Context: an optimization exercise on an open-source flow, tuned for small area, a short achievable clock period and few clock cycles. The choices shown serve that exercise and are no tape-out recipe.
The RTL was checked by simulation tests, not by an equivalence proof against the original design.
No activity file was given, so power comes from the tool's default toggle rates.

## config.mk

```make
export PLATFORM = sky130hd
export DESIGN_NAME = pic32bl_frontend
export DESIGN_NICKNAME = pic32bl_frontend
export VERILOG_FILES = /design/flow/design.v
export SDC_FILE = /design/flow/constraint.sdc
export NUM_CORES = 4
export LEC_CHECK = 0
export CAP_MARGIN = 20
export CORE_MARGIN = 2
export CORE_UTILIZATION = 40
export SLEW_MARGIN = 20
```

## constraint.sdc

```tcl
create_clock -name core_clock -period 24.0 [get_ports {clk}]
set_input_delay 4.8000 -clock core_clock [delete_from_list [all_inputs] [get_ports {clk}]]
set_output_delay 4.8000 -clock core_clock [all_outputs]
set_load 0.01 [all_outputs]
```

## design.v

```verilog
module pic32bl_hexdec (
    input  wire [7:0] c,
    output wire       valid,
    output wire [3:0] value
);
    wire is_num = (c[7:4] == 4'h3) && (c[3:0] <= 4'd9);
    wire is_alp = (c[7:6] == 2'b01) && (c[4:3] == 2'b00) && (c[2:0] != 3'd0) &&
                  (c[2:0] != 3'd7);
    assign valid = is_num || is_alp;
    assign value = is_alp ? (c[3:0] + 4'd9) : c[3:0];
endmodule
module pic32bl_frontend (
    input  wire        clk,
    input  wire        rst,             
    input  wire        in_valid,
    input  wire [7:0]  in_byte,
    output wire        in_ready,
    output reg         ev_valid,
    output reg  [3:0]  ev_kind,
    output reg  [31:0] ev_arg,
    output reg  [31:0] ev_data,
    output wire        idle,
    output wire [3:0]  st_state,
    output wire [15:0] st_crc,
    output wire [2:0]  st_cmd_len,
    output wire [39:0] st_cmd_buf,
    output wire        st_cmd_ovf,
    output wire [5:0]  st_line_len,
    output wire        st_line_ovf,
    output wire [31:0] st_hex_base,
    output wire [3:0]  st_resp_len,
    output wire [3:0]  st_resp_cursor,
    output wire [3:0]  st_hex_status,
    output wire [3:0]  st_fault_flags
);
    localparam [3:0] WFC = 4'd0, RC = 4'd1, RCE = 4'd2, WFH = 4'd3, WFHE = 4'd4,
                     RH = 4'd5, RHE = 4'd6, ERASING = 4'd7, SENDING = 4'd8;
    localparam [7:0] OP_CRC_RESET = 8'hA0, OP_CRC_UPDATE = 8'hA1,
                     OP_RX_BYTE = 8'hB0, OP_RX_REARM = 8'hB1, OP_HOLD_ERASE = 8'hB2,
                     OP_TX_ENCODE = 8'hC0, OP_TX_POP = 8'hC1;
    localparam [3:0] EV_CMD_READY = 4'd1, EV_HEX_ENTER = 4'd2, EV_REC_OK = 4'd3,
                     EV_REC_DISCARD = 4'd4, EV_PROG_WORD = 4'd5, EV_BASE_SET = 4'd6,
                     EV_TX_BYTE = 4'd7, EV_RESP_DONE = 4'd8, EV_FAULT = 4'd9;
    localparam [1:0] P_OP = 2'd0, P_ARG = 2'd1, P_CNT = 2'd2, P_PAY = 2'd3;
    localparam [1:0] E_NONE = 2'd0, E_WORDS = 2'd1, E_RECOK4 = 2'd2, E_DONE = 2'd3;
    function [15:0] crc_update;
        input [15:0] acc;
        input [7:0]  b;
        reg   [15:0] a;
        integer k;
        begin
            a = acc ^ {b, 8'h00};
            for (k = 0; k < 8; k = k + 1)
                a = a[15] ? ({a[14:0], 1'b0} ^ 16'h1021) : {a[14:0], 1'b0};
            crc_update = a;
        end
    endfunction
    reg        sv, kv;             
    reg  [7:0] sb, kb;             
    assign in_ready = !kv;
    wire accept = in_valid && !kv;
    reg [3:0]   state;
    reg [15:0]  crc;
    reg [2:0]   cmd_len;
    reg         cmd_ovf;
    reg [5:0]   line_len;
    reg         line_ovf;
    reg [15:0]  hb;                
    reg [3:0]   resp_len;
    reg [3:0]   resp_cursor;
    reg [2:0]   hex_status;
    reg [3:0]   fault_flags;
    reg [127:0] bbuf;
    reg [3:0]   nib;               
    reg         dig_ok;            
    reg [7:0]   sum;               
    reg [4:0]   len5;              
    reg         len_big;           
    reg [1:0]   typ;               
    reg [15:0]  r16;               
    reg [1:0]   pst;
    reg         is_rx;
    reg [7:0]   pay_left;
    reg [3:0]   enc_len;
    reg         enc_ovf;
    reg [1:0]   em;
    reg [2:0]   chunk;
    assign st_state       = state;
    assign st_crc         = crc;
    assign st_cmd_len     = cmd_len;
    assign st_cmd_buf     = {bbuf[31:0], 8'h01};
    assign st_cmd_ovf     = cmd_ovf;
    assign st_line_len    = line_len;
    assign st_line_ovf    = line_ovf;
    assign st_hex_base    = {hb, 16'h0000};
    assign st_resp_len    = resp_len;
    assign st_resp_cursor = resp_cursor;
    assign st_hex_status  = {1'b0, hex_status};
    assign st_fault_flags = fault_flags;
    assign idle = !sv && !kv && (pst == P_OP) && (em == E_NONE);
    wire       hx_ok;
    wire [3:0] hx_val;
    pic32bl_hexdec u_hex (.c(sb), .valid(hx_ok), .value(hx_val));
    wire [7:0] line_byte = {nib, hx_val};
    wire [4:0] line_k    = line_len[5:1];         
    wire legal_enc = (state == RC) || (state == ERASING);
    wire special   = (sb == 8'h01) || (sb == 8'h04) || (sb == 8'h10);
    wire [3:0] stuff_n  = special ? 4'd2 : 4'd1;
    wire [3:0] enc_next = enc_len + stuff_n;
    wire       pay_fits = !enc_ovf && (enc_next <= 4'd7);
    wire [15:0] crc_in  = crc_update((pst == P_PAY) ? r16 : crc, sb);
    wire [2:0]  n_chunks = (len5 + 5'd3) >> 2;
    reg  [31:0] pw_data;
    integer j;
    always @* begin
        for (j = 0; j < 4; j = j + 1)
            pw_data[8*j +: 8] = ({chunk[1:0], 2'b00} + j < len5) ?
                                bbuf[32*chunk[1:0] + 8*j +: 8] : 8'hFF;
    end
    reg [7:0] tx_b;
    always @* begin
        if (resp_cursor == resp_len - 4'd1)      tx_b = 8'h04;
        else if (resp_cursor == resp_len - 4'd2) tx_b = r16[7:0];
        else if (resp_cursor == resp_len - 4'd3) tx_b = r16[15:8];
        else if (resp_cursor == 4'd0)            tx_b = 8'h01;
        else                                     tx_b = bbuf[8*(resp_cursor + 4'd3) +: 8];
    end
    reg [2:0] close_code;
    always @* begin
        if (line_ovf)                                     close_code = 3'd4;
        else if (line_len < 6'd10 || line_len[0])         close_code = 3'd3;
        else if (!dig_ok)                                 close_code = 3'd1;
        else if (len_big || line_len != {len5, 1'b0} + 6'd10) close_code = 3'd3;
        else if (sum != 8'd0)                             close_code = 3'd2;
        else                                              close_code = 3'd0;
    end
    wire rx_quiet = (state == WFH) || (state == WFHE) ||
                    (((state == RH) && (sb != 8'h0A) && (sb != 8'h10)) || (state == RHE)) &&
                    !line_len[0] && (line_len != 6'd44);
    wire quiet = (pst == P_OP)  ? (sb == OP_CRC_RESET || sb == OP_CRC_UPDATE || sb == OP_RX_BYTE) :
                 (pst == P_ARG) ? (!is_rx || rx_quiet) : 1'b0;
    wire stall = (em != E_NONE) && !quiet;
    wire go    = sv && !stall;
    task emit;
        input [3:0]  kind;
        input [31:0] arg;
        input [31:0] data;
        begin
            ev_valid <= 1'b1;
            ev_kind  <= kind;
            ev_arg   <= arg;
            ev_data  <= data;
        end
    endtask
    task rearm;
        begin
            state   <= WFC;
            crc     <= 16'h0000;
            cmd_len <= 3'd0;
            cmd_ovf <= 1'b0;
        end
    endtask
    task refuse;
        begin
            fault_flags[3] <= 1'b1;
            emit(EV_FAULT, 32'd9, 32'h0);
        end
    endtask
    task cmd_append;
        input [7:0] b;
        begin
            if (cmd_len == 3'd5) begin
                cmd_ovf        <= 1'b1;
                fault_flags[0] <= 1'b1;
                emit(EV_FAULT, 32'd7, 32'h0);
            end else begin
                bbuf[8*(cmd_len - 3'd1) +: 8] <= b;
                cmd_len <= cmd_len + 3'd1;
            end
        end
    endtask
    task line_append;
        begin
            if (line_len == 6'd44) begin
                line_ovf       <= 1'b1;
                fault_flags[1] <= 1'b1;
                emit(EV_FAULT, 32'd4, 32'h0);
            end else begin
                line_len <= line_len + 6'd1;
                if (!hx_ok) dig_ok <= 1'b0;
                if (!line_len[0]) begin
                    nib <= hx_val;
                end else begin
                    sum <= sum + line_byte;
                    case (line_k)
                        5'd0: begin
                            len5    <= line_byte[4:0];
                            len_big <= (line_byte > 8'd16);
                        end
                        5'd1: r16[15:8] <= line_byte;
                        5'd2: r16[7:0]  <= line_byte;
                        5'd3: typ <= (line_byte == 8'h00) ? 2'd0 :
                                     (line_byte == 8'h01) ? 2'd1 :
                                     (line_byte == 8'h04) ? 2'd2 : 2'd3;
                        default: if (line_k <= 5'd19)
                            bbuf[8*(line_k - 5'd4) +: 8] <= line_byte;
                    endcase
                end
            end
        end
    endtask
    task line_close;
        begin
            if (close_code != 3'd0) begin
                hex_status <= close_code;
                state      <= WFH;
                emit(EV_REC_DISCARD, {29'h0, close_code}, 32'h0);
            end else begin
                case (typ)
                    2'd0: begin
                        hex_status <= 3'd0;
                        state      <= WFH;
                        if (len5 == 5'd0) begin
                            emit(EV_REC_OK, 32'h00, 32'h0);
                        end else begin
                            emit(EV_PROG_WORD, {hb, r16}, pw_data);
                            em    <= E_WORDS;
                            chunk <= 3'd1;
                        end
                    end
                    2'd2: if (len5 < 5'd2) begin
                        hex_status <= 3'd6;
                        state      <= WFH;
                        emit(EV_REC_DISCARD, 32'd6, 32'h0);
                    end else begin
                        hb         <= {bbuf[7:0], bbuf[15:8]};
                        hex_status <= 3'd0;
                        state      <= WFH;
                        emit(EV_BASE_SET, {bbuf[7:0], bbuf[15:8], 16'h0000}, 32'h0);
                        em         <= E_RECOK4;
                    end
                    2'd1: begin
                        hex_status <= 3'd0;
                        emit(EV_REC_OK, 32'h01, 32'h0);
                        rearm;
                    end
                    default: begin
                        hex_status <= 3'd5;
                        state      <= WFH;
                        emit(EV_REC_DISCARD, 32'd5, 32'h0);
                    end
                endcase
            end
        end
    endtask
    task rx_byte;
        begin
            case (state)
                WFC: if (sb == 8'h01) begin
                    crc     <= 16'h1021;           
                    cmd_len <= 3'd1;
                    state   <= RC;
                end
                RC: begin
                    crc <= crc_in;
                    if (sb == 8'h03 && cmd_len == 3'd1) begin
                        hb       <= 16'h0000;
                        line_len <= 6'd0;
                        line_ovf <= 1'b0;
                        state    <= WFH;
                        emit(EV_HEX_ENTER, 32'h0, 32'h0);
                    end else if (sb == 8'h04) begin
                        if (cmd_len == 3'd5) begin
                            fault_flags[0] <= 1'b1;
                            emit(EV_FAULT, 32'd7, 32'h0);
                            rearm;
                        end else begin
                            bbuf[8*(cmd_len - 3'd1) +: 8] <= 8'h04;
                            cmd_len <= cmd_len + 3'd1;
                            emit(EV_CMD_READY,
                                 {24'h0, (cmd_len == 3'd1) ? 8'h04 : bbuf[7:0]},
                                 {29'h0, cmd_len + 3'd1});
                        end
                    end else if (sb == 8'h10) begin
                        state <= RCE;
                    end else begin
                        cmd_append(sb);
                    end
                end
                RCE: begin
                    crc   <= crc_in;
                    state <= RC;
                    cmd_append(sb);
                end
                WFH: if (sb == 8'h3A) begin
                    line_len <= 6'd0;
                    line_ovf <= 1'b0;
                    dig_ok   <= 1'b1;
                    sum      <= 8'h00;
                    state    <= RH;
                end else if (sb == 8'h10) begin
                    state <= WFHE;
                end
                WFHE: state <= WFH;
                RH: if (sb == 8'h0A) begin
                    line_close;
                end else if (sb == 8'h10) begin
                    state <= RHE;
                end else begin
                    line_append;
                end
                RHE: begin
                    state <= RH;
                    line_append;
                end
                default: refuse;
            endcase
        end
    endtask
    always @(posedge clk) begin
        ev_valid <= 1'b0;
        if (rst) begin
            sv          <= 1'b0;
            kv          <= 1'b0;
            state       <= WFC;
            crc         <= 16'h0000;
            cmd_len     <= 3'd0;
            cmd_ovf     <= 1'b0;
            line_len    <= 6'd0;
            line_ovf    <= 1'b0;
            hb          <= 16'h0000;
            resp_len    <= 4'd0;
            resp_cursor <= 4'd0;
            hex_status  <= 3'd0;
            fault_flags <= 4'd0;
            pst         <= P_OP;
            em          <= E_NONE;
            chunk       <= 3'd0;
        end else begin
            if (!sv || go) begin
                if (kv) begin
                    sv <= 1'b1;
                    sb <= kb;
                    kv <= 1'b0;
                end else begin
                    sv <= accept;
                    sb <= in_byte;
                end
            end else if (accept) begin
                kv <= 1'b1;
                kb <= in_byte;
            end
            case (em)
                E_WORDS: if (chunk == n_chunks) begin
                    emit(EV_REC_OK, 32'h00, 32'h0);
                    em    <= E_NONE;
                    chunk <= 3'd0;
                end else begin
                    emit(EV_PROG_WORD, ev_arg + 32'd4, pw_data);
                    chunk <= chunk + 3'd1;
                end
                E_RECOK4: begin
                    emit(EV_REC_OK, 32'h04, 32'h0);
                    em <= E_NONE;
                end
                E_DONE: begin
                    emit(EV_RESP_DONE, 32'h0, 32'h0);
                    em <= E_NONE;
                end
                default: ;
            endcase
            if (go) begin
                case (pst)
                    P_OP: case (sb)
                        OP_CRC_RESET:  crc <= 16'h0000;
                        OP_CRC_UPDATE: begin pst <= P_ARG; is_rx <= 1'b0; end
                        OP_RX_BYTE:    begin pst <= P_ARG; is_rx <= 1'b1; end
                        OP_RX_REARM:   if (state == RC || state == RCE) rearm; else refuse;
                        OP_HOLD_ERASE: if (state == RC) state <= ERASING; else refuse;
                        OP_TX_ENCODE:  pst <= P_CNT;
                        OP_TX_POP: if (state == SENDING) begin
                            emit(EV_TX_BYTE, {24'h0, tx_b}, 32'h0);
                            resp_cursor <= resp_cursor + 4'd1;
                            if (resp_cursor + 4'd1 == resp_len) begin
                                rearm;
                                em <= E_DONE;
                            end
                        end else begin
                            refuse;
                        end
                        default: refuse;
                    endcase
                    P_ARG: begin
                        pst <= P_OP;
                        if (!is_rx) crc <= crc_in;
                        else        rx_byte;
                    end
                    P_CNT: begin
                        pay_left <= sb;
                        enc_ovf  <= 1'b0;
                        if (legal_enc) begin
                            enc_len <= 4'd1;
                            r16     <= 16'h0000;
                        end
                        if (sb == 8'h00) begin
                            pst <= P_OP;
                            if (legal_enc) begin
                                resp_len    <= 4'd4;
                                resp_cursor <= 4'd0;
                                crc         <= 16'h0000;
                                state       <= SENDING;
                            end else begin
                                refuse;
                            end
                        end else begin
                            pst <= P_PAY;
                        end
                    end
                    P_PAY: begin
                        pay_left <= pay_left - 8'd1;
                        if (legal_enc) begin
                            r16 <= crc_in;
                            if (pay_fits) begin
                                if (special) begin
                                    bbuf[8*(enc_len + 4'd3) +: 8] <= 8'h10;
                                    bbuf[8*(enc_len + 4'd4) +: 8] <= sb;
                                end else begin
                                    bbuf[8*(enc_len + 4'd3) +: 8] <= sb;
                                end
                                enc_len <= enc_next;
                            end else begin
                                enc_ovf <= 1'b1;
                            end
                        end
                        if (pay_left == 8'd1) begin
                            pst <= P_OP;
                            if (!legal_enc) begin
                                refuse;
                            end else if (!pay_fits) begin
                                fault_flags[2] <= 1'b1;
                                emit(EV_FAULT, 32'd8, 32'h0);
                            end else begin
                                resp_len    <= enc_next + 4'd3;
                                resp_cursor <= 4'd0;
                                crc         <= crc_in;
                                state       <= SENDING;
                            end
                        end
                    end
                endcase
            end
        end
    end
endmodule
```

## run.sh

```bash
#!/bin/bash
# synth_recipe.tcl (not shown) runs the flow's synth.tcl, then flattens the netlist and writes it again
# the make line also repeats each setting of config.mk as NAME=value (left out here)
make -C /OpenROAD-flow-scripts/flow DESIGN_CONFIG=/design/flow/config.mk WORK_HOME=/design/flow/orfs CLKGATE_MAP_FILE= SYNTH_SCRIPT=/design/flow/synth_recipe.tcl finish
```

==> run notes <==
## sequential cells by signal, indices dropped and copies added, names as in the netlist, 5 cells and up
signal    cells
bbuf        128
crc          16
ev_arg       32
ev_data      32
hb           16
kb            8
len5          5
line_len      6
pay_left      8
r16          16
sb            8
sum           8
## per-stage QoR
step,cell area [sq um],std cells,hold WS (ns)
3_5_place_dp,30700,4242,0.466
6_report,32100,4320,0.471
2_1_floorplan,28400,3334,0.452
3_3_place_gp,30700,4241,0.457
5_1_grt,32100,4318,0.497
4_1_cts,32100,4317,0.472
## power by group
group	internal [uW]	total (uW)	switching (uW)
Clock	380	663	283
Combinational	36.8	98.4	61.6
Sequential	633	643	9.27
Total	1050	1400	354
## path summary, 6_finish.rpt
kind	startpoint	to	slack, ns	depth (start not counted)
max	pst[0]	idle	15.86	5
min reg2reg	fault_flags[1]	fault_flags[1]	0.47	2
max reg2reg	sb[1]	bbuf[78]	16.75	17
min	fault_flags[1]	fault_flags[1]	0.47	2
## cells in the mapped netlist, drive strengths merged, types with 17 or more instances
cell / instances
a221oi: 62
mux2i: 64
inv: 70
or2: 20
o31ai: 17
o211ai: 19
nand2: 324
a22o: 19
mux4: 56
mux2: 18
a31oi: 52
o2bb2ai: 46
nor4: 35
ha: 82
buf: 130
or3: 24
clkbuf: 179
dfxtp: 72
a32oi: 26
and3: 18
nand2b: 25
a22oi: 40
a211oi: 37
o22ai: 78
nor3: 96
xnor2: 66
edfxtp: 263
nor2: 321
a221o: 46
nor2b: 37
xor2: 41
o21ai: 197
nand3: 112
a21o: 17
a21oi: 313
and2: 50
nand4: 22
## worst max-delay path: stages (launching register included)
cell,delay (ns)
dfxtp_1,0.39
inv_1,0.12
ha_1,0.54
clkinv_1,0.47
nor4_1,0.56
clkdlybuf4s50_1,0.64
## layout make-up
type,count,area (sq um),share of cell area
clock inverter,24,315,0.00982
timing repair buffer,278,2530,0.0788
inverter,75,283,0.00880
antenna,2,5.00,0.000156
tap,940,1180,0.0366
sequential,335,9340,0.291
clock buffer,51,1080,0.0337
multi-input combinational,2615,17400,0.541
## routing by layer
metal	share of wire	global-route usage
met2	0.41	0.520
met3	0.14	0.105
met1	0.38	0.472
met4	0.078	0.229
met5	0	0
## cell families (layout without fill, tap and decap cells)
group                      Yosys count  count (layout)  synth area share
and+or+nand+nor                   1156            1156             0.200
muxes                              138             138            0.0744
DFF                                335             335             0.330
other                                2              27          0.000266
xor gates and xnor gates           110             110            0.0358
AOI/OAI and AO/OA                 1102            1102             0.261
adders and majority gates           84              84            0.0377
buffers and inverters              384             428            0.0610
==> reports/results.txt <==
Status: complete, no violations
Die W: 270 um
GRT Util Overall: 0.361
Core Area: 70,000 sq um
Root buffer cell: clkbuf_16
Power density cells: 43.7 nW/um^2
Final WS setup: 15.86 ns
DP Worst Slack: 16.42 ns
Yosys top cell area share: 0.279
RSZ-0062 raised after global routing: false
Kind of critical path: reg2out
Setup tns final: 0 ns
Clock buffer count from CTS: 41
Share of layout cells above drive strength 1: 0.0989
Die height: 270 um
Rel. slew slack: 0.148
Worst-path clk slew: 0.06 ns
Avg Vias per Cell: 6.92
First-pass GRT wire length: 196,000 um
Post-synth top area cell: edfxtp_1
Final core utilization: 0.459
Initial Utilization: 0.404
Max cap viols: 0
Most common cell after layout, fill and taps aside: nand2_1
Routed via count: 29,899
Period utilization: 0.339
RD Place Congestion: 1.08
Setup violators final: 0
GRT overflow: 0
CP Max Fanout: 17
Netlist Area Pre-Place: 28,300 sq um
Setup Buffers After CTS: 0
Nets: 3,441
Cells taking the most area after synthesis: edfxtp_1 (28%), a21oi_1 (5.5%), dfxtp_1 (5.1%)
H-Tree Depth: 2
EDFF count, synth: 263
Die Area: 72,800 sq um
Setup crit end kind: output port
Fillers: 6,859
Worst skew pair latency: 0.62 ns
Post-CTS Hold Buffers: 0
Hold Crit Class: reg2reg
First-pass DRT Iterations: 10
TritonCTS clock tree: built
Pwr Total: 1400 uW
HPWL after DPL: 100,000 um
Post-cts resize count: 0
Yosys warns: 1
Max frequency: 123 MHz
Worst EP required: 19.20 ns
Netlist cell types: 112
Worst slew pin tran: 1.26 ns
Final hold viol count: 0
Detailed router's first-iteration violation count: 5,371
Number of global-route vias before repair: 27,588
CTS Buffer Depth: 3
I/O Buffers: 175
Initial antenna violation count: 5
Leakage power: 0.0106 uW
Async S/R FF share, synth: 0
Wire per inst: 31.7 um
Critical Path AT: 3.34 ns
# DRC: 0
Worst setup SP type: flop
Fin crit period: 8.14 ns
Syn Inst Count: 3,311
Worst vdd ir: 0.0414 mV
# IOs: 201
Worst Skew: 0.0452 ns
FF+latch count, synth: 335
Max-slew violations: 0
ANT nets after route: 0
Clock sinks: 335
Row count: 97
P&R area growth vs syn: 13.6%
Pin count of the biggest net entering global routing: 179
WL final: 137,000 um
Dominant synthesized flop cell: edfxtp_1
Most frequent cells in the layout: nand2_1 (323), nor2_1 (311), a21oi_1 (309), edfxtp_1 (263), o21ai_0 (186)
Mapped Avg Cell Area: 8.54 sq um
Register area share after synthesis: 0.330
Testbench counts, summed over its fixed seeds: cycles 30,612.

static timing again, ports no longer ideal:
The flow's constraints put no driver on any port. The routed layout listed below was extracted and timed again, unchanged, in two steps. Step 1 sets driving cells, clkbuf_16 on the clock port and buf_2 on the other inputs (assumed; they add their load-dependent delay and slew). Step 2, shift: input delay + t, output delay - t, t = (earliest + latest rising clock arrival at the registers) / 2. This alone moves slack from input paths to output paths. Slacks: ideal ports / drivers / drivers and shift; pairs: ideal ports / drivers.
shift t [ns]: 0.670
setup slack, ns: 15.862 / 15.793 / 16.382
hold WS [ns]: 0.471 / 0.471 / 0.471
worst data-port slew with drivers (ns): 0.06
After both steps setup and hold are still met in this run. For this run, drivers alone change the setup slack by -0.069 ns; drivers and shift together by +0.520 ns.
